Source: an optimization exercise on an open RTL-to-GDS flow (aim: small area, a short achievable clock period and few clock cycles). Production flows keep margins and buffers that such runs may drop. The RTL was checked by simulation tests, not by an equivalence proof against the original design. Power is estimated from default activity; no workload was simulated.

## config.mk

```make
export PLATFORM = sky130hd
export DESIGN_NAME = bitio_core
export DESIGN_NICKNAME = bitio_core
export VERILOG_FILES = /design/flow/design.v
export SDC_FILE = /design/flow/constraint.sdc
export NUM_CORES = 4
export LEC_CHECK = 0
export CAP_MARGIN = 20
export CORE_MARGIN = 2
export CORE_UTILIZATION = 35
export PLACE_DENSITY = 0.5
export SLEW_MARGIN = 20
```

## standard.sh

```bash
#!/bin/bash
# synth_recipe.tcl (not shown) runs the flow's synth.tcl, then flattens the netlist and writes it again
# the make line also repeats each setting of config.mk as NAME=value (left out here)
make -C /OpenROAD-flow-scripts/flow DESIGN_CONFIG=/design/flow/config.mk WORK_HOME=/design/flow/orfs CLKGATE_MAP_FILE= SYNTH_SCRIPT=/design/flow/synth_recipe.tcl "${@:-finish}"
```

## design.v

```verilog
module bitio_core (
    input  wire        clk,
    input  wire        rst,
    input  wire        cmd_valid,
    output wire        cmd_ready,
    input  wire [15:0] cmd,
    input  wire [63:0] opnd,
    output wire        rsp_valid,
    input  wire        rsp_ready,
    output reg  [3:0]  rsp_status,
    output reg  [7:0]  rsp_count,
    output reg  [63:0] rsp_result,
    output wire        src_req,
    input  wire        src_ack,
    input  wire        src_exh,
    input  wire [7:0]  src_data,
    output wire        snk_req,
    output wire [7:0]  snk_data,
    input  wire        snk_ack,
    input  wire        snk_fail
);
    localparam [3:0] ST_OK = 4'd0, ST_EOD = 4'd1, ST_CAP = 4'd2, ST_PRECOND = 4'd3,
                     ST_ILLEGAL = 4'd4, ST_POSOVF = 4'd5, ST_FAULTED = 4'd6;
    reg        idle_q, dec_q, rot_q, src_req_q, snk_req_q, fix_q, rsp_valid_q;
    reg        upd_r, upd_w;       
    reg        wfin_q;             
    reg [63:0] rpos, wpos;
    reg [7:0]  rpend;              
    reg [7:0]  wpend;              
    reg        fault;
    reg [3:0]  fcause;
    reg        drd_q, dwr_q, dra_q, drot_q;   
    reg [6:0]  nb_q;               
    reg        fld_q;              
    reg        unp_q;              
    reg        wfl_q;              
    reg        aln_q;              
    reg        ill_q, nbad_q, ro_q;    
    reg [3:0]  k_q;                
    reg [3:0]  wk_q;               
    reg [2:0]  s_q;                
    reg [7:0]  lmask_q;            
    reg [3:0]  pc;                 
    reg [3:0]  fixn;               
    reg [7:0]  snk_data_q;
    reg        short_q;            
    reg [7:0]  wl_q;               
    assign cmd_ready = idle_q;
    assign rsp_valid = rsp_valid_q;
    assign src_req   = src_req_q;
    assign snk_req   = snk_req_q;
    assign snk_data  = snk_data_q;
    function [7:0] top_mask;       
        input [3:0] k;
        begin
            top_mask = ~(8'hFF >> k);
        end
    endfunction
    function [7:0] win8;
        input [7:0] hi;
        input [7:0] lo;
        input [2:0] s;
        reg [15:0] t;
        begin
            t = {hi, lo} << s;
            win8 = (s == 3'd0) ? lo : t[15:8];
        end
    endfunction
    wire [2:0] rc     = rpos[2:0];
    wire [2:0] wc     = wpos[2:0];
    wire       rc0    = (rc == 3'd0);
    wire       wc0    = (wc == 3'd0);
    wire [3:0] ravail = rc0 ? 4'd0 : 4'd8 - {1'b0, rc};         
    wire [3:0] wpad   = wc0 ? 4'd0 : 4'd8 - {1'b0, wc};
    wire [7:0] pmask  = rc0 ? 8'h00 : (8'hFF >> rc);             
    wire       rtop   = &rpos[63:7];
    wire       wtop   = &wpos[63:7];
    wire       rtop3  = &rpos[63:3];
    wire       wtop3  = &wpos[63:3];
    wire [2:0] rcm1   = rc - 3'd1;                               
    wire [7:0] op = cmd[15:8];
    wire [7:0] n  = cmd[7:0];
    wire n0   = (n == 8'd0);
    wire le8  = (n[7:4] == 4'd0) && (!n[3] || n[2:0] == 3'd0);
    wire le64 = (n[7] == 1'b0) && (!n[6] || n[5:0] == 6'd0);
    wire o_pack   = (op == 8'h01);
    wire o_unpack = (op == 8'h02);
    wire o_rbitb  = (op == 8'h10);
    wire o_rbyte  = (op == 8'h11);
    wire o_rbool  = (op == 8'h12);
    wire o_rbits  = (op == 8'h13);
    wire o_rfield = (op == 8'h14);
    wire o_ralign = (op == 8'h15);
    wire o_rarr   = (op == 8'h16);
    wire o_rpos   = (op == 8'h17);
    wire o_rrst   = (op == 8'h18);
    wire o_wbitb  = (op == 8'h20);
    wire o_wbyte  = (op == 8'h21);
    wire o_wbool  = (op == 8'h22);
    wire o_wbits  = (op == 8'h23);
    wire o_wfield = (op == 8'h24);
    wire o_walign = (op == 8'h25) || (op == 8'h27);
    wire o_wgrow  = (op == 8'h26) || (op == 8'h28);
    wire o_wpos   = (op == 8'h29);
    wire o_wrst   = (op == 8'h2A);
    wire o_sstat  = (op == 8'h30);
    wire counted  = o_pack | o_unpack | o_rbitb | o_rbits | o_rfield | o_rarr |
                    o_wbitb | o_wbits | o_wfield;
    wire plain    = o_rbyte | o_rbool | o_ralign | o_rpos | o_rrst |
                    o_wbyte | o_wbool | o_walign | o_wgrow | o_wpos | o_wrst | o_sstat;
    wire i_ill    = !(counted || (plain && n0)) || o_rarr || o_wgrow;
    wire i_nbad   = ((o_pack | o_unpack | o_rfield | o_wfield) && (n0 || !le64)) ||
                    ((o_rbitb | o_wbitb) && (n0 || !le8)) ||
                    ((o_rbits | o_wbits) && !le64);
    wire i_ro     = (o_rpos | o_wpos | o_sstat) && n0;
    wire i_byte = o_rbyte | o_wbyte;
    wire i_bool = o_rbool | o_wbool;
    wire [6:0] N = i_byte ? 7'd8 : i_bool ? 7'd1 : n[6:0];
    wire [3:0] rthr   = ravail + 4'd1;
    wire i_rge        = (n[6:4] != 3'd0) || (n[3:0] >= rthr);
    wire i_rdok  = !fault && !rtop && (
                    (o_rbitb  && !n0 && le8) ||
                    (o_rbyte  && n0) ||
                    (o_rbool  && n0) ||
                    (o_rbits  && le64) ||
                    (o_rfield && !n0 && le64));
    wire i_rneed = ((o_rbitb || o_rbits || o_rfield) && i_rge) || o_rbyte || (o_rbool && rc0);
    wire i_rfast = i_rdok && i_rneed;
    wire [3:0] wthr   = 4'd8 - {1'b0, wc};
    wire i_wge        = (n[6:4] != 3'd0) || (n[3:0] >= wthr);
    wire i_wlegal = !fault && !wtop && (
                    (o_wbitb && !n0 && le8) ||
                    (o_wbyte && n0) ||
                    (o_wbool && n0) ||
                    (o_wbits && le64));
    wire i_wpush  = (o_wbitb && i_wge) || o_wbyte || (o_wbool && wc == 3'd7) ||
                    (o_wbits && i_wge);
    wire i_short  = o_wbitb | o_wbyte | o_wbool;                  
    wire i_wafast = !fault && o_walign && n0 && !wc0 && !wtop3;
    wire i_rot    = !fault && (o_pack || o_unpack || (o_wfield && !wtop)) && !n0 && le64;
    wire i_rk0    = i_rdok && !i_rneed;                           
    wire i_wk0    = i_wlegal && i_short && !i_wpush;              
    wire i_ralg   = !fault && o_ralign && n0 && !(rtop3 && !rc0);
    wire i_walg0  = !fault && o_walign && n0 && wc0;
    wire i_rst    = !fault && (o_rrst || o_wrst) && n0;
    wire i_resp   = i_rk0 || i_wk0 || i_ralg || i_walg0 || i_rst || i_ro;
    wire [6:0] i_cnt = (i_rk0 || i_wk0) ? N : i_ralg ? {3'd0, ravail} : 7'd0;
    wire [7:0] i_lane0 = o_wbool ? {opnd[0], 7'd0} : opnd[63:56];
    wire [7:0] i_push0 = wpend | (i_lane0 >> wc);
    wire [7:0] i_rk   = {1'b0, N} + {5'd0, rcm1};                
    wire [2:0] i_rcn  = rc + N[2:0];                              
    wire [7:0] i_wk   = {1'b0, N} + {5'd0, wc};                   
    wire [15:0] i_wlp = {i_lane0, 8'd0} >> wc;
    wire [7:0] i_wl   = i_wlp[7:0] & top_mask({1'b0, i_wk[2:0]});   
    wire [2:0] i_r    = ravail[2:0] - N[2:0];                     
    wire [7:0] i_rfld = (rpend & pmask) >> i_r;                   
    wire [7:0] i_rlane = (rpend << rc) & top_mask(N[3:0]);        
    wire       i_fld  = o_rfield | o_rbool;
    wire acc = idle_q && cmd_valid;
    wire       pull    = src_req_q && src_ack;
    wire       r_first = (pc == 4'd0);
    wire       r_last  = (pc + 4'd1 == k_q);
    wire [7:0] r_prev  = r_first ? (rpend & pmask) : rpend;
    wire [7:0] r_b     = r_last ? (src_data & lmask_q) : src_data;
    wire [7:0] r_win   = src_exh ? 8'd0 : win8(r_prev, r_b, s_q);
    wire [7:0] r_left  = (src_exh || s_q == 3'd0) ? 8'd0 : (r_b << s_q);
    wire [7:0] r_pre   = src_exh ? 8'd0 : win8(8'd0, r_prev, s_q);
    wire [3:0] r_fixn  = k_q - pc - 4'd1;                         
    wire       push    = snk_req_q && snk_ack;
    wire       w_last  = aln_q || (pc + 4'd1 == wk_q);
    wire [15:0] w_pair = rsp_result[63:48] >> wc;
    wire [7:0] w_next  = w_pair[7:0];                             
    wire [3:0] w_cn    = {1'b0, wc} + {1'b0, nb_q[2:0]};
    wire [7:0] w_rmask = top_mask({1'b0, w_cn[2:0]});             
    wire       push_more = push && !snk_fail && !w_last;
    wire [5:0] rot_amt = unp_q ? nb_q[5:0] : (6'd0 - nb_q[5:0]);
    reg [63:0] rot;
    always @(*) begin
        rot = rsp_result;
        if (rot_amt[0]) rot = {rot[62:0], rot[63]};
        if (rot_amt[1]) rot = {rot[61:0], rot[63:62]};
        if (rot_amt[2]) rot = {rot[59:0], rot[63:60]};
        if (rot_amt[3]) rot = {rot[55:0], rot[63:56]};
        if (rot_amt[4]) rot = {rot[47:0], rot[63:48]};
        if (rot_amt[5]) rot = {rot[31:0], rot[63:32]};
    end
    wire [63:0] lo_mask = ~(64'hFFFF_FFFF_FFFF_FFFF << nb_q);
    wire [63:0] hi_mask = ~(64'hFFFF_FFFF_FFFF_FFFF >> nb_q);
    wire [63:0] codec   = rot & (unp_q ? lo_mask : hi_mask);
    wire [7:0]  x_push0 = wpend | (codec[63:56] >> wc);
    wire        x_wpush = (wk_q != 4'd0);
    wire d_rd     = drd_q;
    wire d_wr     = dwr_q;
    wire d_ralign = dra_q;
    wire d_walign = aln_q;
    wire [7:0] d_rlo = {1'b0, rpos[6:0]} + {1'b0, nb_q};
    wire [7:0] d_wlo = {1'b0, wpos[6:0]} + {1'b0, nb_q};
    wire d_posovf = (d_rd && rtop && d_rlo[7]) ||
                    (d_wr && wtop && d_wlo[7]) ||
                    (d_ralign && rtop3 && !rc0) ||
                    (d_walign && wtop3 && !wc0);
    wire d_faulted = fault && !ro_q;
    wire d_bad     = d_faulted || ill_q || nbad_q || d_posovf;
    wire [3:0] d_st = d_faulted ? ST_FAULTED : ill_q ? ST_ILLEGAL :
                      nbad_q ? ST_PRECOND : ST_POSOVF;
    wire d_rpull  = ({1'b0, nb_q} > {4'd0, ravail});
    wire [2:0] d_r    = ravail[2:0] - nb_q[2:0];                  
    wire [7:0] d_rfld = (rpend & pmask) >> d_r;
    wire [7:0] d_rlane = (rpend << rc) & top_mask(nb_q[3:0]);
    wire dv_wr   = !d_bad && ((d_wr && x_wpush) || drot_q);                               
    wire dv_rk0  = !d_bad && d_rd && !d_rpull;
    wire [63:0] dec_val = ({64{dv_wr}} & rsp_result) |
                          {{8{dv_rk0 && !fld_q}} & d_rlane, 48'd0,
                           {8{dv_rk0 && fld_q}} & d_rfld};
    wire ld_opnd = !cmd_valid || o_pack || o_unpack || o_wbits || o_wfield;
    wire ld_rd   = cmd_valid && op[7:4] == 4'h1 && op[3:0] <= 4'h4;
    wire [63:0] ld_val = ({64{ld_opnd}} & opnd) |
                         ({64{cmd_valid && o_rpos}} & rpos) |
                         ({64{cmd_valid && o_wpos}} & wpos) |
                         {59'd0, {5{cmd_valid && o_sstat}} & {fault, fcause}} |
                         {{8{ld_rd && !i_fld}} & i_rlane, 48'd0, {8{ld_rd && i_fld}} & i_rfld};
    wire shift   = pull || push_more || (fix_q && fixn != 4'd0);
    reg [63:0] r_d;
    integer t;
    always @(*) begin
        for (t = 0; t < 8; t = t + 1) begin
            if (idle_q)
                r_d[63 - 8*t -: 8] = ld_val[63 - 8*t -: 8];
            else if (dec_q)
                r_d[63 - 8*t -: 8] = dec_val[63 - 8*t -: 8];
            else if (rot_q)
                r_d[63 - 8*t -: 8] = (wfl_q && !x_wpush) ? 8'd0 : codec[63 - 8*t -: 8];
            else if (shift) begin
                if (pull && (fld_q ? (t == 7) : (k_q == t[3:0] + 4'd1)))
                    r_d[63 - 8*t -: 8] = r_win;
                else if (pull && !fld_q && k_q == t[3:0])
                    r_d[63 - 8*t -: 8] = r_left;
                else if (pull && fld_q && r_first && t == 6)
                    r_d[63 - 8*t -: 8] = r_pre;
                else if (t == 7)
                    r_d[63 - 8*t -: 8] = 8'd0;
                else
                    r_d[63 - 8*t -: 8] = rsp_result[55 - 8*t -: 8];
            end else if (push)
                r_d[63 - 8*t -: 8] = 8'd0;
            else
                r_d[63 - 8*t -: 8] = rsp_result[63 - 8*t -: 8];
        end
    end
    wire [63:0] pos_a   = upd_w ? wpos : rpos;
    wire [7:0]  pos_lo  = {1'b0, pos_a[6:0]} + {1'b0, rsp_count[6:0]};
    reg  [56:0] pos_all;           
    integer b;
    always @(*) begin
        pos_all[0] = 1'b1;
        for (b = 1; b < 57; b = b + 1)
            pos_all[b] = &(pos_a[63:7] | ~({57{1'b1}} >> (57 - b)));
    end
    wire [56:0] pos_hi = pos_a[63:7] ^ ({57{pos_lo[7]}} & pos_all);
    wire [63:0] pos_sum = {pos_hi, pos_lo[6:0]};
    task respond;
        input [3:0] st;
        input [7:0] cnt;
        begin
            rsp_valid_q <= 1'b1;
            rsp_status  <= st;
            rsp_count   <= cnt;
        end
    endtask
    always @(posedge clk) begin
        rsp_result <= r_d;
        if (rst) begin
            idle_q      <= 1'b1;
            dec_q       <= 1'b0;
            rot_q       <= 1'b0;
            src_req_q   <= 1'b0;
            snk_req_q   <= 1'b0;
            fix_q       <= 1'b0;
            rsp_valid_q <= 1'b0;
            upd_r       <= 1'b0;
            upd_w       <= 1'b0;
            wfin_q      <= 1'b0;
            rpos        <= 64'd0;
            wpos        <= 64'd0;
            wpend       <= 8'd0;
            fault       <= 1'b0;
            fcause      <= 4'd0;
        end else begin
            upd_r  <= 1'b0;
            upd_w  <= 1'b0;
            wfin_q <= 1'b0;
            if (upd_r) rpos <= pos_sum;
            if (upd_w) wpos <= pos_sum;
            if (wfin_q) wpend <= snk_data_q & top_mask(w_cn);
            if (acc) begin
                idle_q <= 1'b0;
                if (i_rfast)
                    src_req_q <= 1'b1;
                else if (i_wlegal && i_wpush)
                    snk_req_q <= 1'b1;
                else if (i_resp) begin
                    respond(ST_OK, {1'b0, i_cnt});
                    upd_r  <= i_rk0 || i_ralg;
                    upd_w  <= i_wk0;
                    wfin_q <= i_wk0;
                    if (i_rst && !op[5]) rpos <= opnd;
                    if (i_rst && op[5]) begin
                        wpos  <= opnd;
                        wpend <= 8'd0;
                    end
                end else if (i_wafast)
                    snk_req_q <= 1'b1;
                else if (i_rot)
                    rot_q <= 1'b1;
                else
                    dec_q <= 1'b1;
            end
            if (dec_q) begin
                dec_q <= 1'b0;
                if (d_bad) begin
                    respond(d_st, 8'd0);
                    if (!d_faulted) begin
                        fault  <= 1'b1;
                        fcause <= d_st;
                    end
                end else if (drot_q) begin
                    rot_q <= 1'b1;
                end else if (d_rd) begin
                    if (d_rpull)
                        src_req_q <= 1'b1;
                    else begin
                        respond(ST_OK, {1'b0, nb_q});
                        upd_r <= 1'b1;
                    end
                end else if (d_wr) begin
                    if (x_wpush)
                        snk_req_q <= 1'b1;
                    else begin
                        respond(ST_OK, {1'b0, nb_q});
                        upd_w  <= 1'b1;
                        wfin_q <= 1'b1;
                    end
                end else if (d_walign && !wc0) begin
                    snk_req_q <= 1'b1;
                end else begin
                    respond(ST_OK, d_ralign ? {4'd0, ravail} : 8'd0);
                    upd_r <= d_ralign;
                end
            end
            if (rot_q) begin
                rot_q <= 1'b0;
                if (!wfl_q)
                    respond(ST_OK, {4'd0, nb_q[6:3]} + {7'd0, (nb_q[2:0] != 3'd0)});
                else if (x_wpush)
                    snk_req_q <= 1'b1;
                else begin
                    respond(ST_OK, {1'b0, nb_q});
                    upd_w  <= 1'b1;
                    wfin_q <= 1'b1;
                end
            end
            if (fix_q) begin
                fixn <= fixn - 4'd1;
                if (fixn == 4'd0) begin
                    fix_q <= 1'b0;
                    respond(ST_EOD, {1'b0, pc[3:0], 3'd0});
                    upd_r <= 1'b1;
                end
            end
            if (pull) begin
                if (src_exh) begin
                    src_req_q <= 1'b0;
                    if (fld_q || r_fixn == 4'd0) begin
                        respond(ST_EOD, {1'b0, pc[3:0], 3'd0});
                        upd_r <= 1'b1;
                    end else begin
                        fix_q <= 1'b1;
                        fixn  <= r_fixn;
                    end
                end else if (r_last) begin
                    src_req_q <= 1'b0;
                    respond(ST_OK, {1'b0, nb_q});
                    upd_r <= 1'b1;
                end
            end
            if (push) begin
                if (snk_fail) begin
                    snk_req_q <= 1'b0;
                    wpend <= snk_data_q & top_mask({1'b0, wc});
                    respond(ST_CAP, {1'b0, pc[3:0], 3'd0});
                    upd_w <= 1'b1;
                end else if (w_last) begin
                    snk_req_q <= 1'b0;
                    wpend <= aln_q ? 8'd0 : short_q ? wl_q : (w_next & w_rmask);
                    respond(ST_OK, {1'b0, nb_q});
                    upd_w <= 1'b1;
                end
            end
            if (rsp_valid_q && rsp_ready) begin
                rsp_valid_q <= 1'b0;
                idle_q      <= 1'b1;
            end
        end
    end
    always @(posedge clk) begin
        if (pull && !src_exh)
            rpend <= src_data;
        if (dec_q && !d_bad && d_ralign)
            rpend <= 8'd0;
        if (acc && (i_ralg || (i_rst && !op[5])))
            rpend <= 8'd0;
        if (idle_q) begin
            drd_q   <= o_rbitb | o_rbyte | o_rbool | o_rbits | o_rfield;
            dwr_q   <= o_wbitb | o_wbyte | o_wbool | o_wbits | o_wfield;
            dra_q   <= o_ralign;
            drot_q  <= o_pack || o_unpack || o_wfield;
            nb_q    <= o_walign ? {3'd0, wpad} : N;
            fld_q   <= o_rfield | o_rbool;
            unp_q   <= o_unpack;
            wfl_q   <= o_wfield;
            aln_q   <= o_walign;
            ill_q   <= i_ill;
            nbad_q  <= i_nbad;
            ro_q    <= i_ro;
            k_q     <= i_rk[6:3];
            wk_q    <= i_wk[6:3];
            s_q     <= (o_rfield | o_rbool) ? i_rcn : rc;
            lmask_q <= (i_rcn == 3'd0) ? 8'hFF : top_mask({1'b0, i_rcn});
            snk_data_q <= o_walign ? wpend : i_push0;
            short_q <= i_short;
            wl_q    <= i_wl;
        end
        if (rot_q)
            snk_data_q <= x_push0;
        if (idle_q || dec_q || rot_q)
            pc <= 4'd0;
        if ((pull && !src_exh) || push_more)
            pc <= pc + 4'd1;
        if (push_more)
            snk_data_q <= w_next;
    end
endmodule
```

## constraint.sdc

```tcl
create_clock -name core_clock -period 10.0 [get_ports {clk}]
set_input_delay 2.0000 -clock core_clock [delete_from_list [all_inputs] [get_ports {clk}]]
set_output_delay 2.0000 -clock core_clock [all_outputs]
set_load 0.01 [all_outputs]
```

## flow/run.sh

```bash
#!/bin/bash
set -euo pipefail
bash standard.sh SETUP_SLACK_MARGIN=6.5 finish > run_standard.log 2>&1
```

==> run notes, run 1 <==
* Critical path class: in2reg
* Syn-to-layout area delta at 49.3%
* R2R setup slack at 5.58 ns
* Highest Clock Rate at 214 MHz
* Run status: complete, no violations
* Number of core rows at 110
* Slowest CP cell: sky130_fd_sc_hd__or4_4
* Detailed-routing iteration count for the pre-antenna-repair pass at 8
* Clock-pin slew reported for the worst setup and hold paths after clock tree synthesis at around 0.060 ns
* Final clock skew at about 0.033 ns
* Detail-routed via count per cell at 7.00
* Hold-critical path depth at 2
* Most used standard cells in the synthesized netlist: sky130_fd_sc_hd__nand2_1 (541), sky130_fd_sc_hd__nor2_1 (381), sky130_fd_sc_hd__a21oi_1 (326), sky130_fd_sc_hd__clkbuf_1 (262), sky130_fd_sc_hd__mux2i_1 (260)
* Bufs on Longest Clock Path at 3
* Vias after detailed routing at roughly 40000
* Destination of the critical timing path: wpos[45]$_SDFF_PP0_
* Worst reg-to-reg path cell count at 16
* Maximum number of pins on one net before global-route repair at 92
* Total congestion overflow at 0
* PwrDens at about 130 mW/mm2
* Synthesized cell area at 0.0315 mm2
* Asr flop ratio synth at 0%
* Routed length per placed instance at between 30 and 40 um
* Worst slew margin at 15.3%
* Dominant cell by count in the synthesized netlist: sky130_fd_sc_hd__nand2_1
* Post-DRT Antenna Nets at 0
* Reg2Reg Launch Point: upd_w$_SDFF_PP0_
* Number of nets produced by synthesis at 4242
* Crit-path max cell delay at 0.53 ns
* Cell family contributing the most delay on the critical path: simple AND/OR/NAND/NOR gates
* CP Buf/Inv Count at 4
* Critical path peak fanout at 6
* Period minus WS final at between 4 and 5 ns
* Fraction of layout instances using a drive strength above 1 at 36.4%
* Number of enable flip-flop cells after synthesis at 137
* Number of top-level design ports at 184
* Crit start category: input port
* Unique masters post-synth at 96
* Worst min path class: reg2reg
* Startpoint of the worst setup timing path: cmd[1]
* Number of clock buffers inserted by TritonCTS at 39
* Wire length after detailed routing at 205000 um
* H-tree levels at 2
* HPWL after detailed placement at ~130000 um
* Final core utilization at approximately 52%
* Overall die height at 304 um
* Die Outline Area at 0.0925 mm2
* Global-route usage over all layers at between 40% and 50%
* Overall power after layout at 6150 uW
* Max-slew violation total from the final report at 0
* Signal arrival time at the worst endpoint at 5.18 ns
* Leading post-synthesis cells by cell area: sky130_fd_sc_hd__edfxtp_1 (13%), sky130_fd_sc_hd__dfxtp_1 (10%), sky130_fd_sc_hd__mux2i_1 (8.2%)
* Synth Register Bits at 295
* Crit path cell chain: buf_12 -> or4_4 -> o31a_1 -> nor3_2 -> o211ai_2 -> a2111oi_4 -> a2111oi_4 -> buf_4 -> or2_4 -> or3_4 -> buf_12 -> clkbuf_16 -> a211oi_2
* Endpoint kind of the worst setup timing path: flip-flop
* Number of maximum-capacitance violations at 0
* Initial cell density of the core at 35.2%
* Share of the synthesized area in the top cell type at a little over an eighth
* Core footprint at between 0.08 and 0.09 mm2
* Setup repair after global routing missed its margin: true
* WP data required at 10.50 ns
* Peak ir drop on the vdd network at 102 uV
* # clock sinks at 295
* Weighted congestion reported at the end of routability-driven placement at 1.03
* Most used DFF post-synth: sky130_fd_sc_hd__dfxtp_1
* Number of antenna violations at the first check in global routing at 24
* YS warnings at 1
* Number of hold-slack violations in the final timing report at 0
* Final period util at between 40% and 50%
* Remaining DRCs at 0
* Final setup vio count at 0
* P_leak at 0.0167 uW
* Via count of the first global-routing pass at around 36000
* Setup TNS after final layout at 0 ns
* Number of nets at the end of the flow at 4707
* Drt first-iter violations at 6585
* Mean instance size in the synthesized netlist at a little under 8 um2
* Input/output buffers at 183
* Clock tree from TritonCTS: done
* Hold-fix buffer count after cts at 0
* Library cell used as clock root buffer: sky130_fd_sc_hd__clkbuf_16
* Clock latency (worst-skew pair) at 0.60 ns
* Dominant cell type by area after synthesis: sky130_fd_sc_hd__edfxtp_1
* Wire length of the first global-routing pass at 280000 um
* Portion of the post-synthesis area used by sequential elements at 23.1%
* Horiz. Die Dim at 304 um
* Reg-to-reg endpoint: rpos[40]$_SDFF_PP0_
* Worst Tran Pin Value at 1.27 ns
* Count of cell instances traversed by the critical path at 13
* Number of standard cells after synthesis at approximately 4100
## worst min path at each step
stage          slack (ns)                    from                      to
2_1_floorplan        0.43  fcause[2]$_SDFFE_PP0P_  fcause[2]$_SDFFE_PP0P_
3_3_place_gp         0.46  fcause[2]$_SDFFE_PP0P_  fcause[2]$_SDFFE_PP0P_
3_5_place_dp         0.46  fcause[2]$_SDFFE_PP0P_  fcause[2]$_SDFFE_PP0P_
4_1_cts              0.46  fcause[2]$_SDFFE_PP0P_  fcause[2]$_SDFFE_PP0P_
5_1_grt              0.49  fcause[2]$_SDFFE_PP0P_  fcause[2]$_SDFFE_PP0P_
6_report             0.47  fcause[2]$_SDFFE_PP0P_  fcause[2]$_SDFFE_PP0P_
## cell type report
type | count | area, um2
timing repair inverter | 1 | 8.76
tap | 1176 | 1470
timing repair buffer | 758 | 8190
antenna | 6 | 15.0
multi-input combinational | 3355 | 28400
clock buffer | 52 | 1120
sequential | 295 | 7300
fill | 8373 | 42600
clock inverter | 18 | 173
inverter | 86 | 390
## repair_timing
item | in CTS | in global routing
buffers inserted | 344 | 98
gates cloned | 53 | 11
pin swaps | 210 | 209
endpoints found under the setup margin | 437 | 272
resized for setup | 1062 | 430
## worst reg2reg max path, delay by kind of cell, from the launching register on
| kind | cells | cell delay, ns |
|---|---|---|
| buffers and inverters | 4 | 0.74 |
| XOR/XNOR | 1 | 0.16 |
| AO/OA/AOI/OAI | 6 | 1.13 |
| adder cells (fa/ha/maj) | 1 | 0.27 |
| AND/OR/NAND/NOR | 4 | 1.46 |
| flip-flops | 1 | 0.58 |
## cells in the final DEF (no fill, tap or decap), types with 86 or more instances in the layout
cell type / instances
sky130_fd_sc_hd__nand2_1: 481
sky130_fd_sc_hd__buf_4: 357
sky130_fd_sc_hd__nor2_1: 272
sky130_fd_sc_hd__a21oi_1: 243
sky130_fd_sc_hd__o21ai_0: 202
sky130_fd_sc_hd__mux2i_1: 151
sky130_fd_sc_hd__dfxtp_1: 149
sky130_fd_sc_hd__edfxtp_1: 137
sky130_fd_sc_hd__nand3_1: 122
sky130_fd_sc_hd__buf_6: 108
sky130_fd_sc_hd__mux4_2: 88
sky130_fd_sc_hd__dlygate4sd2_1: 86
## report_power, final
group	internal, uW	switching [uW]
clock network	862	633
registers	1350	107
logic	1310	1890
## per-stage QoR
| step | setup WS [ns] | hold slack [ns] | cell area (um2) | instances |
|---|---|---|---|---|
| 3_3_place_gp | 2.77 | 0.457 | 35100 | 5164 |
| 2_1_floorplan | 5.15 | 0.431 | 33100 | 4071 |
| 3_5_place_dp | 2.65 | 0.455 | 35100 | 5165 |
| 6_report | 5.33 | 0.469 | 47100 | 5747 |
| 5_1_grt | 5.26 | 0.485 | 47100 | 5741 |
| 4_1_cts | 5.35 | 0.464 | 44100 | 5632 |
## per-layer routing
metal  wire [um]  track usage (%)  vias to the layer above  share of wire, %
met5          80                0                        -             0.039
met4       14800             22.0                       12               7.2
met3       26500             11.0                      741                13
met2       86200             61.4                     3347                42
met1       77200             55.3                    19687                38
li1            -                -                    16470                 -
## sequential cells by signal, summed over array words and instances (netlist names), 7 cells and up
register,count
wpend,8
lmask_q,8
rpend,8
wl_q,7
wpos,64
rpos,64
snk_data_q,8
rsp_count,8
nb_q,7
rsp_result,64
## kinds of logic after synthesis
group,Yosys count,share of synthesized area [%]
AO/OA/AOI/OAI,1285,27.7
XOR/XNOR,115,3.24
adder cells (fa/ha/maj),75,3.14
buffers and inverters,442,5.58
flip-flops,295,23.1
multiplexers,383,15.8
other,1,0.0119
AND/OR/NAND/NOR,1475,21.4
Testbench counts, summed over its fixed seeds: cycles 15,601.
==> run 2: changes to the inputs <==
--- a/design.v
+++ b/design.v
@@ -37,8 +37,4 @@
     reg        aln_q;              
     reg        ill_q, nbad_q, ro_q;    
-    reg [3:0]  k_q;                
-    reg [3:0]  wk_q;               
-    reg [2:0]  s_q;                
-    reg [7:0]  lmask_q;            
     reg [3:0]  pc;                 
     reg [3:0]  fixn;               
@@ -144,20 +140,28 @@
     wire i_walg0  = !fault && o_walign && n0 && wc0;
     wire i_rst    = !fault && (o_rrst || o_wrst) && n0;
+    wire i_rrst   = !fault && o_rrst && n0;
+    wire i_wrst   = !fault && o_wrst && n0;
     wire i_resp   = i_rk0 || i_wk0 || i_ralg || i_walg0 || i_rst || i_ro;
-    wire [6:0] i_cnt = (i_rk0 || i_wk0) ? N : i_ralg ? {3'd0, ravail} : 7'd0;
+    wire i_wfast  = (i_wlegal && i_wpush) || i_wafast;
+    wire i_dec    = !(i_rfast || i_wfast || i_resp || i_rot);
+    wire [6:0] i_cnt = (o_rbitb | o_rbyte | o_rbool | o_rbits | o_rfield | i_short) ? N :
+                       o_ralign ? {3'd0, ravail} : 7'd0;
     wire [7:0] i_lane0 = o_wbool ? {opnd[0], 7'd0} : opnd[63:56];
     wire [7:0] i_push0 = wpend | (i_lane0 >> wc);
-    wire [7:0] i_rk   = {1'b0, N} + {5'd0, rcm1};                
-    wire [2:0] i_rcn  = rc + N[2:0];                              
-    wire [7:0] i_wk   = {1'b0, N} + {5'd0, wc};                   
     wire [15:0] i_wlp = {i_lane0, 8'd0} >> wc;
-    wire [7:0] i_wl   = i_wlp[7:0] & top_mask({1'b0, i_wk[2:0]});   
-    wire [2:0] i_r    = ravail[2:0] - N[2:0];                     
-    wire [7:0] i_rfld = (rpend & pmask) >> i_r;                   
-    wire [7:0] i_rlane = (rpend << rc) & top_mask(N[3:0]);        
+    wire [7:0] rla    = rpend << rc;
+    wire [7:0] i_rfld = {1'b0, rla[7:1]} >> (~N[2:0]);            
+    wire [7:0] i_rlane = rla & top_mask({1'b0, N[2:0]});          
     wire       i_fld  = o_rfield | o_rbool;
     wire acc = idle_q && cmd_valid;
     wire       pull    = src_req_q && src_ack;
     wire       r_first = (pc == 4'd0);
+    wire [7:0] r_ksum  = {1'b0, nb_q} + {5'd0, rcm1};
+    wire [3:0] k_q     = r_ksum[6:3];                             
+    wire [2:0] r_cn    = rc + nb_q[2:0];                          
+    wire [2:0] s_q     = fld_q ? r_cn : rc;                       
+    wire [7:0] lmask_q = (r_cn == 3'd0) ? 8'hFF : top_mask({1'b0, r_cn});   
+    wire [7:0] w_ksum  = {1'b0, nb_q} + {5'd0, wc};
+    wire [3:0] wk_q    = w_ksum[6:3];                             
     wire       r_last  = (pc + 4'd1 == k_q);
     wire [7:0] r_prev  = r_first ? (rpend & pmask) : rpend;
@@ -205,7 +209,6 @@
                       nbad_q ? ST_PRECOND : ST_POSOVF;
     wire d_rpull  = ({1'b0, nb_q} > {4'd0, ravail});
-    wire [2:0] d_r    = ravail[2:0] - nb_q[2:0];                  
-    wire [7:0] d_rfld = (rpend & pmask) >> d_r;
-    wire [7:0] d_rlane = (rpend << rc) & top_mask(nb_q[3:0]);
+    wire [7:0] d_rfld = {1'b0, rla[7:1]} >> (~nb_q[2:0]);
+    wire [7:0] d_rlane = rla & top_mask({1'b0, nb_q[2:0]});
     wire dv_wr   = !d_bad && ((d_wr && x_wpush) || drot_q);                               
     wire dv_rk0  = !d_bad && d_rd && !d_rpull;
@@ -221,29 +224,23 @@
                          {{8{ld_rd && !i_fld}} & i_rlane, 48'd0, {8{ld_rd && i_fld}} & i_rfld};
     wire shift   = pull || push_more || (fix_q && fixn != 4'd0);
+    wire s_rot  = rot_q && !(wfl_q && !x_wpush);
+    wire s_hold = !(idle_q || dec_q || rot_q || shift || push);
     reg [63:0] r_d;
+    reg        ins_w, ins_l, ins_p, sh_t;
     integer t;
     always @(*) begin
         for (t = 0; t < 8; t = t + 1) begin
-            if (idle_q)
-                r_d[63 - 8*t -: 8] = ld_val[63 - 8*t -: 8];
-            else if (dec_q)
-                r_d[63 - 8*t -: 8] = dec_val[63 - 8*t -: 8];
-            else if (rot_q)
-                r_d[63 - 8*t -: 8] = (wfl_q && !x_wpush) ? 8'd0 : codec[63 - 8*t -: 8];
-            else if (shift) begin
-                if (pull && (fld_q ? (t == 7) : (k_q == t[3:0] + 4'd1)))
-                    r_d[63 - 8*t -: 8] = r_win;
-                else if (pull && !fld_q && k_q == t[3:0])
-                    r_d[63 - 8*t -: 8] = r_left;
-                else if (pull && fld_q && r_first && t == 6)
-                    r_d[63 - 8*t -: 8] = r_pre;
-                else if (t == 7)
-                    r_d[63 - 8*t -: 8] = 8'd0;
-                else
-                    r_d[63 - 8*t -: 8] = rsp_result[55 - 8*t -: 8];
-            end else if (push)
-                r_d[63 - 8*t -: 8] = 8'd0;
-            else
-                r_d[63 - 8*t -: 8] = rsp_result[63 - 8*t -: 8];
+            ins_w = pull && (fld_q ? (t == 7) : (k_q == t[3:0] + 4'd1));
+            ins_l = pull && !fld_q && k_q == t[3:0];
+            ins_p = pull && fld_q && r_first && t == 6;
+            sh_t  = shift && !ins_w && !ins_l && !ins_p && t != 7;
+            r_d[63 - 8*t -: 8] = ({8{idle_q}} & ld_val[63 - 8*t -: 8]) |
+                                 ({8{dec_q}}  & dec_val[63 - 8*t -: 8]) |
+                                 ({8{s_rot}}  & codec[63 - 8*t -: 8]) |
+                                 ({8{ins_w}}  & r_win) |
+                                 ({8{ins_l}}  & r_left) |
+                                 ({8{ins_p}}  & r_pre) |
+                                 ({8{sh_t}}   & rsp_result[(t == 7 ? 7 : 55 - 8*t) -: 8]) |
+                                 ({8{s_hold}} & rsp_result[63 - 8*t -: 8]);
         end
     end
@@ -294,25 +291,21 @@
             if (wfin_q) wpend <= snk_data_q & top_mask(w_cn);
             if (acc) begin
-                idle_q <= 1'b0;
-                if (i_rfast)
-                    src_req_q <= 1'b1;
-                else if (i_wlegal && i_wpush)
-                    snk_req_q <= 1'b1;
-                else if (i_resp) begin
-                    respond(ST_OK, {1'b0, i_cnt});
-                    upd_r  <= i_rk0 || i_ralg;
-                    upd_w  <= i_wk0;
-                    wfin_q <= i_wk0;
-                    if (i_rst && !op[5]) rpos <= opnd;
-                    if (i_rst && op[5]) begin
-                        wpos  <= opnd;
-                        wpend <= 8'd0;
-                    end
-                end else if (i_wafast)
-                    snk_req_q <= 1'b1;
-                else if (i_rot)
-                    rot_q <= 1'b1;
-                else
-                    dec_q <= 1'b1;
+                idle_q    <= 1'b0;
+                src_req_q <= i_rfast;
+                snk_req_q <= i_wfast;
+                rot_q     <= i_rot;
+                dec_q     <= i_dec;
+                rsp_valid_q <= i_resp;
+                rsp_status  <= ST_OK;
+                rsp_count   <= {1'b0, i_cnt};
+                upd_r  <= i_rk0 || i_ralg;
+                upd_w  <= i_wk0;
+                wfin_q <= i_wk0;
+            end
+            if (acc && i_rrst)
+                rpos <= opnd;
+            if (acc && i_wrst) begin
+                wpos  <= opnd;
+                wpend <= 8'd0;
             end
             if (dec_q) begin
@@ -392,5 +385,5 @@
                 end else if (w_last) begin
                     snk_req_q <= 1'b0;
-                    wpend <= aln_q ? 8'd0 : short_q ? wl_q : (w_next & w_rmask);
+                    wpend <= aln_q ? 8'd0 : ((short_q ? wl_q : w_next) & w_rmask);
                     respond(ST_OK, {1'b0, nb_q});
                     upd_w <= 1'b1;
@@ -408,5 +401,5 @@
         if (dec_q && !d_bad && d_ralign)
             rpend <= 8'd0;
-        if (acc && (i_ralg || (i_rst && !op[5])))
+        if (acc && (i_ralg || i_rrst))
             rpend <= 8'd0;
         if (idle_q) begin
@@ -423,11 +416,7 @@
             nbad_q  <= i_nbad;
             ro_q    <= i_ro;
-            k_q     <= i_rk[6:3];
-            wk_q    <= i_wk[6:3];
-            s_q     <= (o_rfield | o_rbool) ? i_rcn : rc;
-            lmask_q <= (i_rcn == 3'd0) ? 8'hFF : top_mask({1'b0, i_rcn});
             snk_data_q <= o_walign ? wpend : i_push0;
             short_q <= i_short;
-            wl_q    <= i_wl;
+            wl_q    <= i_wlp[7:0];
         end
         if (rot_q)
--- a/config.mk
+++ b/config.mk
@@ -7,6 +7,7 @@
 export LEC_CHECK = 0
 export CAP_MARGIN = 20
+export CELL_PAD_IN_SITES_DETAIL_PLACEMENT = 1
 export CORE_MARGIN = 2
-export CORE_UTILIZATION = 35
-export PLACE_DENSITY = 0.5
+export CORE_UTILIZATION = 25
+export PLACE_DENSITY = 0.4
 export SLEW_MARGIN = 20
==> run notes, run 2 <==
* Number of maximum-capacitance violations at 0
* Weighted congestion reported at the end of routability-driven placement at 0.970
* Reg2Reg Launch Point: wpos[58]$_SDFFE_PP0P_
* Maximum number of pins on one net before global-route repair at 80
* Syn-to-layout area delta at 42.8%
* Number of nets produced by synthesis at 4053
* Detail-routed via count per cell at 6.37
* Clock latency (worst-skew pair) at 0.60 ns
* Horiz. Die Dim at 353 um
* Overall die height at between 300 and 400 um
* Most frequent standard cell in the layout excluding fill and tap cells: sky130_fd_sc_hd__nand2_1
* Mean instance size in the synthesized netlist at 7.82 um2
* Design area at 0.0434 mm2
* Via count of the first global-routing pass at 36211
* P_leak at between 0.015 and 0.02 uW
* Global-route usage over all layers at 30.8%
* Worst reg-to-reg path cell count at 11
* Most used DFF post-synth: sky130_fd_sc_hd__dfxtp_1
* Synthesized cell area at 0.0304 mm2
* Vias after detailed routing at 37409
* Slowest CP cell: sky130_fd_sc_hd__dfxtp_1
* Critical path class: reg2reg
* Input/output buffers at 183
* Highest Clock Rate at 233 MHz
* Drt first-iter violations at ~4600
* Top cell by count, worst path: sky130_fd_sc_hd__nand4_1
* Worst Tran Pin Value at approximately 1.1 ns
* Share of the synthesized area in the top cell type at between 10% and 20%
* Crit-path max cell delay at between 0.6 and 0.7 ns
* Number of standard cells after synthesis at 3888
* Setup repair after global routing missed its margin: true
* Wire length of the first global-routing pass at 282000 um
* YS warnings at 1
* Library cell used as clock root buffer: sky130_fd_sc_hd__clkbuf_16
* Clock-pin slew reported for the worst setup and hold paths after clock tree synthesis at 0.06 ns
* Post-DRT Antenna Nets at 0
* Instance area after placement at 0.0348 mm2
* Total congestion overflow at 0
* Dominant cell type by area after synthesis: sky130_fd_sc_hd__dfxtp_1
* Endpoint kind of the worst setup timing path: flip-flop
* WP data required at 10.40 ns
* Unique masters post-synth at 97
* Crit path cell chain: nand4_1 -> nor3_2 -> nand4_1 -> nor2_4 -> a221oi_2 -> nand3_1 -> buf_4 -> o21ai_4 -> buf_12 -> a222oi_1 -> nand4b_1
* Hold-fix buffer count after cts at 0
* # clock sinks at 276
* Most used cells in the layout excluding fill and tap cells: sky130_fd_sc_hd__nand2_1 (392), sky130_fd_sc_hd__nor2_1 (328), sky130_fd_sc_hd__buf_4 (279)
* Detailed-routing iteration count for the pre-antenna-repair pass at 8
* PwrDens at 124 mW/mm2
* Signal arrival time at the worst endpoint at 4.70 ns
* Number of clock buffers inserted by TritonCTS at 39
* Peak ir drop on the vdd network at 115 uV
* Reg-to-reg endpoint: rsp_result[3]$_DFF_P_
* Terminating pin of the worst hold path: fcause[0]$_SDFFE_PP0P_
* Max-slew violation total from the final report at 0
* Final core utilization at 36.1%
* Number of enable flip-flop cells after synthesis at 54
* Core footprint at 0.120 mm2
* Final setup vio count at 0
* Hold-critical path depth at 1
* Period minus WS final at 4.30 ns
* Number of antenna violations at the first check in global routing at 10
* Count of fill cells added during filler insertion at 13783
* R2R setup slack at about 5.7 ns
* Clock tree from TritonCTS: done
* Leading post-synthesis cells by cell area: sky130_fd_sc_hd__dfxtp_1 (15%), sky130_fd_sc_hd__mux4_2 (8.6%), sky130_fd_sc_hd__mux2i_1 (8.5%)
* Setup TNS after final layout at 0 ns
* Die Outline Area at roughly 0.12 mm2
* Fraction of layout instances using a drive strength above 1 at 32.6%
* Number of core rows at approximately 130
* Run status: complete, no violations
* Final period util at between 40% and 50%
* Final clock skew at roughly 0.031 ns
* Largest registers: rpos (64), rsp_result (64), wpos (64)
* Asr flop ratio synth at 0%
* Worst min path class: reg2reg
* Dominant cell by count in the synthesized netlist: sky130_fd_sc_hd__nand2_1
* HPWL after detailed placement at 136000 um
* Wire length after detailed routing at 202000 um
* Routed length per placed instance at approximately 34 um
* CP Buf/Inv Count at 2
* Number of hold-slack violations in the final timing report at 0
* Synth Register Bits at approximately 280
* Most used standard cells in the synthesized netlist: sky130_fd_sc_hd__nand2_1 (425), sky130_fd_sc_hd__nor2_1 (376), sky130_fd_sc_hd__mux2i_1 (259), sky130_fd_sc_hd__clkbuf_1 (252), sky130_fd_sc_hd__a21oi_1 (223)
* Bufs on Longest Clock Path at 3
* Number of top-level design ports at 184
* Portion of the post-synthesis area used by sequential elements at 20.0%
* Initial cell density of the core at 25.3%
* Source of the worst hold timing path: ill_q$_DFFE_PP_
* H-tree levels at 2
* Critical path peak fanout at 63
* Cell family contributing the most delay on the critical path: simple AND/OR/NAND/NOR gates
* Crit start category: flip-flop
* Worst slew margin at 24.0%
* Remaining DRCs at 0
* Number of nets at the end of the flow at 4390
[run 2: power breakdown]
part           internal [uW]  switching (uW)  total (uW)
clock                    944             637        1580
combinational           1000            1510        2510
sequential              1190             104        1290
total                   3130            2250        5380
[run 2: area by class of cell]
cell class | count | area [um2] | area share, %
well taps | 1612 | 2020 | 4.65
diodes | 5 | 12.5 | 0.0288
repair inverters | 2 | 13.8 | 0.0317
flip-flops and latches | 276 | 6290 | 14.5
repair buffers | 618 | 6650 | 15.3
multi-input cells | 3198 | 26600 | 61.3
inverters | 90 | 408 | 0.940
clock inverters | 18 | 249 | 0.574
clock buffers | 54 | 1160 | 2.66
[run 2: logic make-up after synthesis]
logic type / count (synthesis) / synth area share [%]
AO/OA/AOI/OAI: 1192 / 27.6
XOR/XNOR: 100 / 2.93
adder cells (fa/ha/maj): 70 / 2.97
buffers and inverters: 428 / 5.69
flip-flops: 276 / 20.0
multiplexers: 443 / 19.6
AND/OR/NAND/NOR: 1379 / 21.2
[run 2: per-stage QoR]
step,hold slack (ns),worst slack [ns],cells,power (uW)
after floorplan,0.447,5.73,3888,2410
after global placement,0.463,3.86,5438,3180
after detailed placement,0.477,3.82,5439,3180
after CTS,0.465,5.76,5801,5210
after global routing,0.505,5.76,5868,5500
final,0.481,5.70,5873,5380
[run 2: what timing repair did]
action                                  in CTS  in global routing
endpoints found under the setup margin     368                244
gates cloned                                37                  8
gates resized for setup                    850                224
endpoints found under the hold margin        0                  0
pin swaps                                  194                149
buffers inserted                           253                 59
[run 2: layer usage]
layer,routed length [um],up-vias,part of all wire [%],track usage [%]
li1,-,15711,-,-
met1,82400,19014,41,41.1
met2,88900,2136,44,48.2
met3,19100,540,9.4,6.06
met4,11800,8,5.8,13.4
met5,57,-,0.028,0
[run 2: worst max-delay path by stage]
stage	startpoint	to	slack (ns)	cells after the start
detailed placement	cmd[13]	rsp_result[6]$_DFF_P_	3.82	9
finish	wpos[58]$_SDFFE_PP0P_	rsp_result[3]$_DFF_P_	5.70	11
floorplan	upd_w$_SDFF_PP0_	rpos[60]$_SDFFE_PP0P_	5.73	23
global route	wpos[58]$_SDFFE_PP0P_	rsp_result[3]$_DFF_P_	5.76	11
CTS	src_ack	rsp_result[3]$_DFF_P_	5.76	9
global placement	cmd[13]	rsp_result[6]$_DFF_P_	3.86	9
Testbench counts of run 2, summed over its fixed seeds: cycles 15,601.
==> run 3: changes to the inputs <==
--- a/design.v
+++ b/design.v
@@ -22,5 +22,6 @@
     localparam [3:0] ST_OK = 4'd0, ST_EOD = 4'd1, ST_CAP = 4'd2, ST_PRECOND = 4'd3,
                      ST_ILLEGAL = 4'd4, ST_POSOVF = 4'd5, ST_FAULTED = 4'd6;
-    reg        idle_q, dec_q, rot_q, src_req_q, snk_req_q, fix_q, rsp_valid_q;
+    reg        idle_q, dec_q, rot_q, pos_q, src_req_q, snk_req_q, fix_q, rsp_valid_q;
+    reg        posw_q;             
     reg        upd_r, upd_w;       
     reg        wfin_q;             
@@ -142,7 +143,8 @@
     wire i_rrst   = !fault && o_rrst && n0;
     wire i_wrst   = !fault && o_wrst && n0;
-    wire i_resp   = i_rk0 || i_wk0 || i_ralg || i_walg0 || i_rst || i_ro;
+    wire i_pos    = (o_rpos | o_wpos) && n0;                      
+    wire i_resp   = i_rk0 || i_wk0 || i_ralg || i_walg0 || i_rst || (o_sstat && n0);
     wire i_wfast  = (i_wlegal && i_wpush) || i_wafast;
-    wire i_dec    = !(i_rfast || i_wfast || i_resp || i_rot);
+    wire i_dec    = !(i_rfast || i_wfast || i_resp || i_rot || i_pos);
     wire [6:0] i_cnt = (o_rbitb | o_rbyte | o_rbool | o_rbits | o_rfield | i_short) ? N :
                        o_ralign ? {3'd0, ravail} : 7'd0;
@@ -209,42 +211,40 @@
                       nbad_q ? ST_PRECOND : ST_POSOVF;
     wire d_rpull  = ({1'b0, nb_q} > {4'd0, ravail});
-    wire [7:0] d_rfld = {1'b0, rla[7:1]} >> (~nb_q[2:0]);
-    wire [7:0] d_rlane = rla & top_mask({1'b0, nb_q[2:0]});
-    wire dv_wr   = !d_bad && ((d_wr && x_wpush) || drot_q);                               
-    wire dv_rk0  = !d_bad && d_rd && !d_rpull;
-    wire [63:0] dec_val = ({64{dv_wr}} & rsp_result) |
-                          {{8{dv_rk0 && !fld_q}} & d_rlane, 48'd0,
-                           {8{dv_rk0 && fld_q}} & d_rfld};
+    wire dec_keep = !d_bad && (d_rd || (d_wr && x_wpush) || drot_q);
     wire ld_opnd = !cmd_valid || o_pack || o_unpack || o_wbits || o_wfield;
     wire ld_rd   = cmd_valid && op[7:4] == 4'h1 && op[3:0] <= 4'h4;
     wire [63:0] ld_val = ({64{ld_opnd}} & opnd) |
-                         ({64{cmd_valid && o_rpos}} & rpos) |
-                         ({64{cmd_valid && o_wpos}} & wpos) |
                          {59'd0, {5{cmd_valid && o_sstat}} & {fault, fcause}} |
                          {{8{ld_rd && !i_fld}} & i_rlane, 48'd0, {8{ld_rd && i_fld}} & i_rfld};
     wire shift   = pull || push_more || (fix_q && fixn != 4'd0);
     wire s_rot  = rot_q && !(wfl_q && !x_wpush);
-    wire s_hold = !(idle_q || dec_q || rot_q || shift || push);
+    wire s_fsh  = fix_q && fixn != 4'd0;
+    wire s_hold = (dec_q && dec_keep) || (fix_q && fixn == 4'd0) ||
+                  !(idle_q || dec_q || rot_q || pos_q || fix_q || src_req_q || snk_req_q);
+    wire w_end  = snk_fail || w_last;
     reg [63:0] r_d;
-    reg        ins_w, ins_l, ins_p, sh_t;
+    reg        pw, pl, pp;
+    reg [7:0]  r_up, rp, wp;
     integer t;
     always @(*) begin
         for (t = 0; t < 8; t = t + 1) begin
-            ins_w = pull && (fld_q ? (t == 7) : (k_q == t[3:0] + 4'd1));
-            ins_l = pull && !fld_q && k_q == t[3:0];
-            ins_p = pull && fld_q && r_first && t == 6;
-            sh_t  = shift && !ins_w && !ins_l && !ins_p && t != 7;
+            pw   = fld_q ? (t == 7) : (k_q == t[3:0] + 4'd1);
+            pl   = !fld_q && k_q == t[3:0];
+            pp   = fld_q && r_first && t == 6;
+            r_up = (t == 7) ? 8'd0 : rsp_result[(t == 7 ? 7 : 55 - 8*t) -: 8];
+            rp   = pw ? r_win : pl ? r_left : pp ? r_pre : r_up;      
+            wp   = w_end ? 8'd0 : r_up;                              
             r_d[63 - 8*t -: 8] = ({8{idle_q}} & ld_val[63 - 8*t -: 8]) |
-                                 ({8{dec_q}}  & dec_val[63 - 8*t -: 8]) |
+                                 ({8{pos_q}}  & pos_sum[63 - 8*t -: 8]) |
                                  ({8{s_rot}}  & codec[63 - 8*t -: 8]) |
-                                 ({8{ins_w}}  & r_win) |
-                                 ({8{ins_l}}  & r_left) |
-                                 ({8{ins_p}}  & r_pre) |
-                                 ({8{sh_t}}   & rsp_result[(t == 7 ? 7 : 55 - 8*t) -: 8]) |
-                                 ({8{s_hold}} & rsp_result[63 - 8*t -: 8]);
+                                 ({8{s_fsh}}  & r_up) |
+                                 ({8{s_hold}} & rsp_result[63 - 8*t -: 8]) |
+                                 ({8{src_req_q}} & (src_ack ? rp : rsp_result[63 - 8*t -: 8])) |
+                                 ({8{snk_req_q}} & (snk_ack ? wp : rsp_result[63 - 8*t -: 8]));
         end
     end
-    wire [63:0] pos_a   = upd_w ? wpos : rpos;
-    wire [7:0]  pos_lo  = {1'b0, pos_a[6:0]} + {1'b0, rsp_count[6:0]};
+    wire [63:0] pos_a   = (pos_q ? posw_q : upd_w) ? wpos : rpos;
+    wire [6:0]  pos_c   = (upd_r || upd_w) ? rsp_count[6:0] : 7'd0;
+    wire [7:0]  pos_lo  = {1'b0, pos_a[6:0]} + {1'b0, pos_c};
     reg  [56:0] pos_all;           
     integer b;
@@ -271,4 +271,5 @@
             dec_q       <= 1'b0;
             rot_q       <= 1'b0;
+            pos_q       <= 1'b0;
             src_req_q   <= 1'b0;
             snk_req_q   <= 1'b0;
@@ -295,4 +296,5 @@
                 snk_req_q <= i_wfast;
                 rot_q     <= i_rot;
+                pos_q     <= i_pos;
                 dec_q     <= i_dec;
                 rsp_valid_q <= i_resp;
@@ -341,4 +343,8 @@
                 end
             end
+            if (pos_q) begin
+                pos_q <= 1'b0;
+                respond(ST_OK, 8'd0);
+            end
             if (rot_q) begin
                 rot_q <= 1'b0;
@@ -416,4 +422,5 @@
             nbad_q  <= i_nbad;
             ro_q    <= i_ro;
+            posw_q  <= o_wpos;
             snk_data_q <= o_walign ? wpend : i_push0;
             short_q <= i_short;
==> flow/run.sh (replaced) <==
#!/bin/bash
set -euo pipefail
bash standard.sh SETUP_SLACK_MARGIN=6.8 MATCH_CELL_FOOTPRINT=0 \
  'BUFFER_PORTS_ARGS=-buffer_cell sky130_fd_sc_hd__buf_4' finish > run_standard.log 2>&1
--- a/config.mk
+++ b/config.mk
@@ -12,2 +12,3 @@
 export PLACE_DENSITY = 0.4
 export SLEW_MARGIN = 20
+export TNS_END_PERCENT = 0
==> run notes, run 3 <==
* Run status: complete, no violations
* Endpoint kind of the worst setup timing path: flip-flop
* Detail-routed via count per cell at 6.10
* Wire length of the first global-routing pass at 248000 um
* Crit start category: input port
* Footprint of the flip-flops and latches at between 0.006 and 0.007 mm2
* Worst slew margin at 31.0%
* Worst min path class: reg2reg
* Dominant cell by count in the synthesized netlist: sky130_fd_sc_hd__nor2_1
* Number of top-level design ports at approximately 180
* Peak ir drop on the vdd network at 111 uV
* Hold WS at 0.493 ns
* Dominant cell type by area after synthesis: sky130_fd_sc_hd__dfxtp_1
* Library cell used as clock root buffer: sky130_fd_sc_hd__clkbuf_16
* Critical path class: in2reg
* Input/output buffers at 183
* Share of total power in the clock network at between 30% and 40%
* Number of standard cells after synthesis at between 3000 and 4000
* H-tree levels at 2
* Worst Tran Pin Value at between 1 and 1.5 ns
* YS warnings at 1
* Syn-to-layout area delta at 23.0%
* Critical path peak fanout at 20
* Max-slew violation total from the final report at 0
* Count of fill cells added during filler insertion at 13651
* Number of enable flip-flop cells after synthesis at between 50 and 60
* Power dissipated by switching net loads at between 2000 and 2500 uW
* Synthesized cell area at roughly 0.029 mm2
* Post-DRT Antenna Nets at 0
* Remaining DRCs at 0
* Final clock skew at 0.0532 ns
* Most used DFF post-synth: sky130_fd_sc_hd__dfxtp_1
* Mean instance size in the synthesized netlist at 7.56 um2
* Drt first-iter violations at 3945
* Clock latency (worst-skew pair) at approximately 0.63 ns
* # clock sinks at 278
* Leading post-synthesis cells by cell area: sky130_fd_sc_hd__dfxtp_1 (15%), sky130_fd_sc_hd__mux2i_1 (13%), sky130_fd_sc_hd__nor2_1 (5.8%)
* Largest registers: rpos (64), rsp_result (64), wpos (64)
* Number of nets produced by synthesis at 3997
* Number of clock buffers inserted by TritonCTS at 40
* Period minus WS final at 4.15 ns
* Setup TNS after final layout at 0 ns
* Final setup vio count at 0
* Final period util at about two fifths
* Internal portion of total power at 2830 uW
* Number of core rows at 124
* Detailed-routing iteration count for the pre-antenna-repair pass at 8
* P_leak at 0.0127 uW
* Logic pwr share at between 40% and 50%
* Number of antenna violations at the first check in global routing at 4
* Asr flop ratio synth at 0%
* Routed length per placed instance at 32.7 um
* Highest Clock Rate at between 200 and 250 MHz
* Wire length after detailed routing at 179000 um
* WP data required at 10.45 ns
* Via count of the first global-routing pass at 32134
* Final core utilization at a little under a third
* Horiz. Die Dim at 344 um
* Setup repair after global routing missed its margin: true
* Clock tree from TritonCTS: done
* Weighted congestion reported at the end of routability-driven placement at between 0.9 and 1
* Bufs on Longest Clock Path at 3
* PwrDens at 138 mW/mm2
* Number of nets at the end of the flow at a little over 4000
* Number of hold-slack violations in the final timing report at 0
* Most used standard cells in the synthesized netlist: sky130_fd_sc_hd__nor2_1 (451), sky130_fd_sc_hd__mux2i_1 (373), sky130_fd_sc_hd__nand2_1 (373), sky130_fd_sc_hd__a21oi_1 (273), sky130_fd_sc_hd__o21ai_0 (229)
* Maximum number of pins on one net before global-route repair at 76
* Fraction of layout instances using a drive strength above 1 at 20.6%
* Clock-pin slew reported for the worst setup and hold paths after clock tree synthesis at 0.05 ns
* Synth Register Bits at 278
* Initial cell density of the core at between 20% and 30%
* Worst slack after detailed placement at 4.20 ns
* Sw Ratio at 42.4%
* Relative contribution of sequential cells to total power at about 28%
* Vias after detailed routing at roughly 33000
* Number of maximum-capacitance violations at 0
* Most frequent standard cell in the layout excluding fill and tap cells: sky130_fd_sc_hd__nor2_1
* Die Outline Area at 0.119 mm2
* Unique masters post-synth at 106
* Portion of the post-synthesis area used by sequential elements at 21.1%
* Core footprint at 0.115 mm2
* Share of the synthesized area in the top cell type at between 10% and 20%
* R2R setup slack at 5.86 ns
* Multi-input gate area at 0.0229 mm2
* Most used cells in the layout excluding fill and tap cells: sky130_fd_sc_hd__nor2_1 (436), sky130_fd_sc_hd__nand2_1 (368), sky130_fd_sc_hd__mux2i_1 (340)
* Global-route usage over all layers at 28.9%
* Final setup slack of the worst path at 5.85 ns
* Overall die height at 344 um
* Total congestion overflow at 0
* HPWL after detailed placement at roughly 130000 um
* Signal arrival time at the worst endpoint at 4.60 ns
-- run 3: final cells by class --
| class | count | area share, % |
|---|---|---|
| clock inverters | 11 | 0.421 |
| multi-input cells | 3173 | 64.2 |
| repair inverters | 1 | 0.0140 |
| well taps | 1512 | 5.31 |
| repair buffers | 350 | 8.72 |
| inverters | 73 | 0.889 |
| clock buffers | 56 | 3.17 |
| diodes | 1 | 0.00702 |
| flip-flops and latches | 278 | 17.2 |
-- run 3: power by group through the flow --
stage	Clock (uW)	Combinational [uW]	Sequential [uW]
global placement	0	1710	1390
global route	1550	2130	1360
CTS	1510	1930	1360
floorplan	0	1070	1300
detailed placement	0	1720	1390
finish	1490	2050	1370
-- run 3: metrics by stage --
| stage | cell area [um2] | total power, uW | cells |
|---|---|---|---|
| finish | 35600 | 4910 | 5455 |
| global route | 35600 | 5040 | 5454 |
| CTS | 35200 | 4800 | 5439 |
| detailed placement | 31800 | 3100 | 5297 |
| global placement | 31800 | 3100 | 5297 |
| floorplan | 29200 | 2370 | 3832 |
-- run 3: layer usage --
metal  GRT usage, %  routed length, um
met1           38.2              75200
met2           45.0              78100
met4           15.0              10900
met3           4.77              14300
met5              0                 47
-- run 3: timing repair --
| action | 4_1_cts | 5_1_grt |
|---|---|---|
| gates cloned | 8 | 3 |
| hold endpoints to repair | 0 | 0 |
| gates resized for setup | 295 | 55 |
| setup buffers | 67 | 12 |
| pin swaps | 47 | 21 |
| hold buffers | 0 | 0 |
| setup endpoints to repair | 359 | 353 |
-- run 3: worst max-delay path: stages --
cell and delay (ns):
sky130_fd_sc_hd__buf_4 0.32, sky130_fd_sc_hd__nand2_1 0.09, sky130_fd_sc_hd__buf_4 0.26, sky130_fd_sc_hd__nor2_2 0.79, sky130_fd_sc_hd__and2_2 0.45, sky130_fd_sc_hd__nor3_4 0.10, sky130_fd_sc_hd__o31ai_1 0.08, sky130_fd_sc_hd__a21oi_1 0.08
sky130_fd_sc_hd__a211oi_2 0.37
-- run 3: path summary, 6_finish.rpt --
| path | depth (start not counted) | startpoint | to |
|---|---|---|---|
| hold reg to reg | 2 | wpend[0]$_SDFF_PP0_ | wpend[0]$_SDFF_PP0_ |
| setup / recovery | 9 | src_ack | upd_r$_SDFF_PP0_ |
| hold / removal | 2 | wpend[0]$_SDFF_PP0_ | wpend[0]$_SDFF_PP0_ |
| setup reg to reg | 14 | nb_q[0]$_DFFE_PP_ | snk_data_q[6]$_DFFE_PP_ |
-- run 3: cell families (layout without fill, tap and decap cells) --
group                    Yosys count  after routing  synth area share, %
AND/OR/NAND/NOR                 1282           1282                 20.2
AO/OA/AOI/OAI                   1200           1200                 28.0
XOR/XNOR                         115            115                 3.61
multiplexers                     505            507                 18.6
buffers and inverters            383            491                 5.47
flip-flops                       278            278                 21.1
adder cells (fa/ha/maj)           69             69                 3.08
other                              0              1                    0
Testbench counts of run 3, summed over its fixed seeds: cycles 15,678.

afterwards: timing with drivers on the ports:
In the flow no input, the clock included, has a driving cell. The finished layouts below were timed again as built, in two steps.
Step 1: set_driving_cell puts a clkbuf_16 on clk and a buf_2 on each other input, an assumption about the parent block.
Step 2 also shifts input and output timing later by t, the mid clock arrival at the registers, as if the neighbouring blocks saw the same clock.
Slacks: ideal / step 1 / step 2; pairs: ideal / step 1.
| run | t (ns) | slack for setup (ns) | worst setup path at the end | worst register clock-pin slew, ns |
|---|---|---|---|---|
| run 1 | 0.651 | 5.327 / 5.338 / 4.687 | input to register | 0.07 / 0.07 |
| run 2 | 0.655 | 5.703 / 5.703 / 5.121 | input to register | 0.07 / 0.07 |
| run 3 | 0.678 | 5.848 / 5.860 / 5.214 | input to register | 0.08 / 0.08 |
After both steps setup and hold are still met in every run listed. For run 1, which loses most, drivers alone change the setup slack by +0.011 ns; drivers and shift together by -0.640 ns.
